Background: an optimization exercise with open tools, aiming at small area, a short achievable clock period and few clock cycles per item. Do not read the settings as production practice. Power figures rest on the tool's default switching activity, not on a simulated workload.

## gsm7_septet
module gsm7_septet (
    input  wire        clk,
    input  wire        rst,           
    input  wire        cmd_valid,
    output wire        cmd_ready,
    input  wire [2:0]  cmd_op,
    input  wire [15:0] cmd_len,
    input  wire [7:0]  cmd_hdr_len,
    input  wire        in_valid,
    output wire        in_ready,
    input  wire [31:0] in_data,
    output wire        out_valid,
    input  wire        out_ready,
    output wire [7:0]  out_data,
    output wire        res_valid,
    input  wire        res_ready,
    output wire [7:0]  res_err,
    output wire [7:0]  res_count
);
==> flow/config.mk <==
export PLATFORM = sky130hd
export DESIGN_NAME = gsm7_septet
export DESIGN_NICKNAME = gsm7_septet
export VERILOG_FILES = /design/flow/design.v
export SDC_FILE = /design/flow/constraint.sdc
export NUM_CORES = 4
export LEC_CHECK = 0
export CAP_MARGIN = 20
export CORE_MARGIN = 2
export CORE_UTILIZATION = 60
export CTS_BUF_LIST = sky130_fd_sc_hd__clkbuf_8
export SETUP_SLACK_MARGIN = 4.3
export SLEW_MARGIN = 20
==> flow/constraint.sdc <==
create_clock -name core_clock -period 7.0 [get_ports {clk}]
set_input_delay 1.4000 -clock core_clock [delete_from_list [all_inputs] [get_ports {clk}]]
set_output_delay 1.4000 -clock core_clock [all_outputs]
set_load 0.01 [all_outputs]
standard.sh (not shown) runs the stock make flow with config.mk's settings and CLKGATE_MAP_FILE= SYNTH_SCRIPT=/design/flow/synth_recipe.tcl, a recipe that flattens the netlist after the stock synthesis.
==> flow/flow/run.sh <==
#!/bin/bash
# Standard layout, with plain buffers (not delay cells) on the ports.
set -euo pipefail
export BUFFER_PORTS_ARGS="-buffer_cell sky130_fd_sc_hd__buf_1"
bash standard.sh > standard.log 2>&1
The baseline finished with timing, DRC and antenna clean.
Then changed:
--- a/flow/design.v
+++ b/flow/design.v
@@ -16,20 +16,19 @@
     input  wire        res_ready,
     output wire [7:0]  res_err,
     output wire [7:0]  res_count
 );
     reg         busy;        
     reg         crdy;        
     reg         rv;          
-    reg         flt;         
+    reg         irdy;        
     reg         m_pack;      
     reg         m_hex;       
     reg         pre;         
     reg         more;        
-    reg         need;        
     reg  [10:0] rem;         
     reg  [7:0]  cnt;         
     reg  [2:0]  hl;          
     reg         hexhi;       
     reg         skip;        
     reg  [4:0]  err;
     reg         sv;          
@@ -78,16 +77,17 @@
     wire [7:0] len_byte = op_hdr ? len7 : cmd_len[7:0];
     wire hl_nz   = |hl;
     wire auto_st = pre & ~hl_nz;                     
     wire pre_bit = pre & cnt[2] & cnt[1];            
     wire move    = sv & (~k[3] | slo);               
     wire sfree   = ~sv | move;
     wire done_in = ~pre & ~more & ~sv;
-    assign in_ready = ~crdy & need & (skip | sfree);
-    wire fire  = in_valid & in_ready;
+    wire flt   = |err;                               
+    assign in_ready = irdy;
+    wire fire  = in_valid & irdy;
     wire st1   = auto_st ? (skip | sfree) : fire;    
     wire sload = st1 & ~skip;                        
     wire commit = ~pre & ~m_pack & (~m_hex | hexhi);  
     wire hi24  = |in_data[31:8];
     wire c_dig = (in_data[7:4] == 4'h3) & (in_data[3:0] <= 4'h9);
     wire c_let = ~in_data[7] & in_data[6] & (in_data[4:3] == 2'b00) &
                  (in_data[2:0] != 3'd0) & (in_data[2:0] != 3'd7);
@@ -133,81 +133,88 @@
     assign res_err   = {3'd0, err};
     assign res_count = cnt;                           
     assign cmd_ready = crdy;
     wire take = ~busy & cmd_valid;
     wire pre_n  = pre & ~((pre_bit & st1) | (auto_st & skip));
     wire more_n = (fire & ~pre) ? (rem != 11'd1) : more;
     wire hlnz_n = (fire & pre) ? (hl != 3'd1) : hl_nz;
+    wire cap_n  = sload & commit & (cnt == 8'd158);
+    wire skip_n = skip | cap_n | (move & ~flt & s_fault);
+    wire sv_n   = sload | (sv & ~move);
+    wire slo_n  = sload ? (m_hex & hexhi) : slo;
+    wire k3_n   = load ? (~m_pack & (&kt)) : kt[3];
+    wire room_n = skip_n | ~sv_n | ~k3_n | slo_n;
+    wire need_n = pre_n ? hlnz_n : more_n;
     always @(posedge clk) begin
         if (rst) begin
             busy <= 1'b0;
             crdy <= 1'b1;
             rv   <= 1'b0;
             ov   <= 1'b0;
+            irdy <= 1'b0;
         end else if (take) begin
             busy <= 1'b1;
             crdy <= 1'b0;
+            irdy <= c_pre ? (|cmd_hdr_len[2:0]) : c_more;
         end else if (busy) begin
+            irdy <= need_n & room_n;
             if (ov & out_ready & ~hi_on)
                 ov <= 1'b0;
             if (load)
                 ov <= 1'b1;
             if (!rv && done_in && !left && ofree)
                 rv <= 1'b1;
             if (rv && res_ready) begin
                 rv   <= 1'b0;
                 busy <= 1'b0;
                 crdy <= 1'b1;
+                irdy <= 1'b0;
             end
         end
     end
     always @(posedge clk) begin
         if (!busy) begin
             pre    <= c_pre;
             more   <= c_more;
-            need   <= c_pre ? (|cmd_hdr_len[2:0]) : c_more;
             sv     <= 1'b0;
-            flt    <= pf_any;
             m_pack <= c_pack;
             m_hex  <= (cmd_op == 3'd2);
             rem    <= cmd_len[10:0];
             cnt    <= 8'd0;
             hl     <= cmd_hdr_len[2:0];
             hexhi  <= 1'b0;
             skip   <= pf_any;
             err    <= pf;
             acc    <= {7'd0, len_byte & {8{c_pack}}};
             k      <= {c_pack, 3'd0};
         end else begin
             more <= more_n;
             pre  <= pre_n;
-            need <= pre_n ? hlnz_n : more_n;
             if (sload)
                 sv <= 1'b1;
             else if (move)
                 sv <= 1'b0;
             if (fire & ~pre)
                 rem <= rem - 11'd1;
             if (fire & pre) hl <= hl - 3'd1;
             if (m_hex & fire) hexhi <= ~hexhi;
             if (flt)
                 cnt <= 8'd0;
             else if (pre ? (st1 & ~skip) : (sload & (m_pack | commit)))
                 cnt <= cnt + ((~m_pack & (cnt[2:0] == 3'd6)) ? 8'd2 : 8'd1);
-            if (sload & commit & (cnt == 8'd158))
+            if (cap_n)
                 skip <= 1'b1;                           
             if (sload) begin
                 sq   <= sx;
                 sbad <= ~auto_st & bad;
                 sc  <= sw;
                 slo <= m_hex & hexhi;
             end
             if (move & ~flt & s_fault) begin            
                 skip <= 1'b1;
-                flt  <= 1'b1;
                 err  <= s_err;
             end
             if (ov & out_ready & hi_on)
                 olo <= 1'b1;
             if (load | (out_ready & hi_on))
                 od  <= m_pack ? hexc(hi_on ? lo : tot[7:4]) : {1'b0, tot[6:0]};
             if (load) begin
Non-clock buffer count went down by 1.
Global-route usage rose by 1.7 points.
Total power increases by a few percent.
Via count went up slightly.
Routed wire length rises by a few percent.
Worst setup slack degrades by 510 ps.
Die area came out lower by a few percent.
First-iteration DRC count grows by a quarter to a third.
Final cell count drops slightly.
Area after synthesis shrinks by a few percent.
Function was not checked in any run of this note: the RTL went through the layout flow alone.

[re-timing with driven ports]
No port has a modelled driver above. Below, the same layouts with a new extraction and two added sets of constraints. Step 1, drivers: a clkbuf_16 drives clk and a buf_2 each remaining input, both assumed. Step 2 adds t to the input delays and takes it off the output delays; t is the mean of the earliest and latest rising clock arrival at the registers after step 1. Input paths then give back, and output paths get back, about the clock's delay inside the block. a / b / c = ideal / step 1 / step 2; a / b = the first two.
| run | t, ns | setup WS [ns] | worst register clock-pin slew, ns | worst slew at a driven data input, ns |
|---|---|---|---|---|
| the first run | 0.388 | 4.274 / 4.241 / 3.936 | 0.09 / 0.09 | 0.04 |
| the second run | 0.402 | 3.761 / 3.744 / 3.342 | 0.10 / 0.10 | 0.07 |
After both steps every run listed still meets setup and hold. For the second run, which loses most, drivers alone change the setup slack by -0.017 ns; drivers and shift together by -0.419 ns.
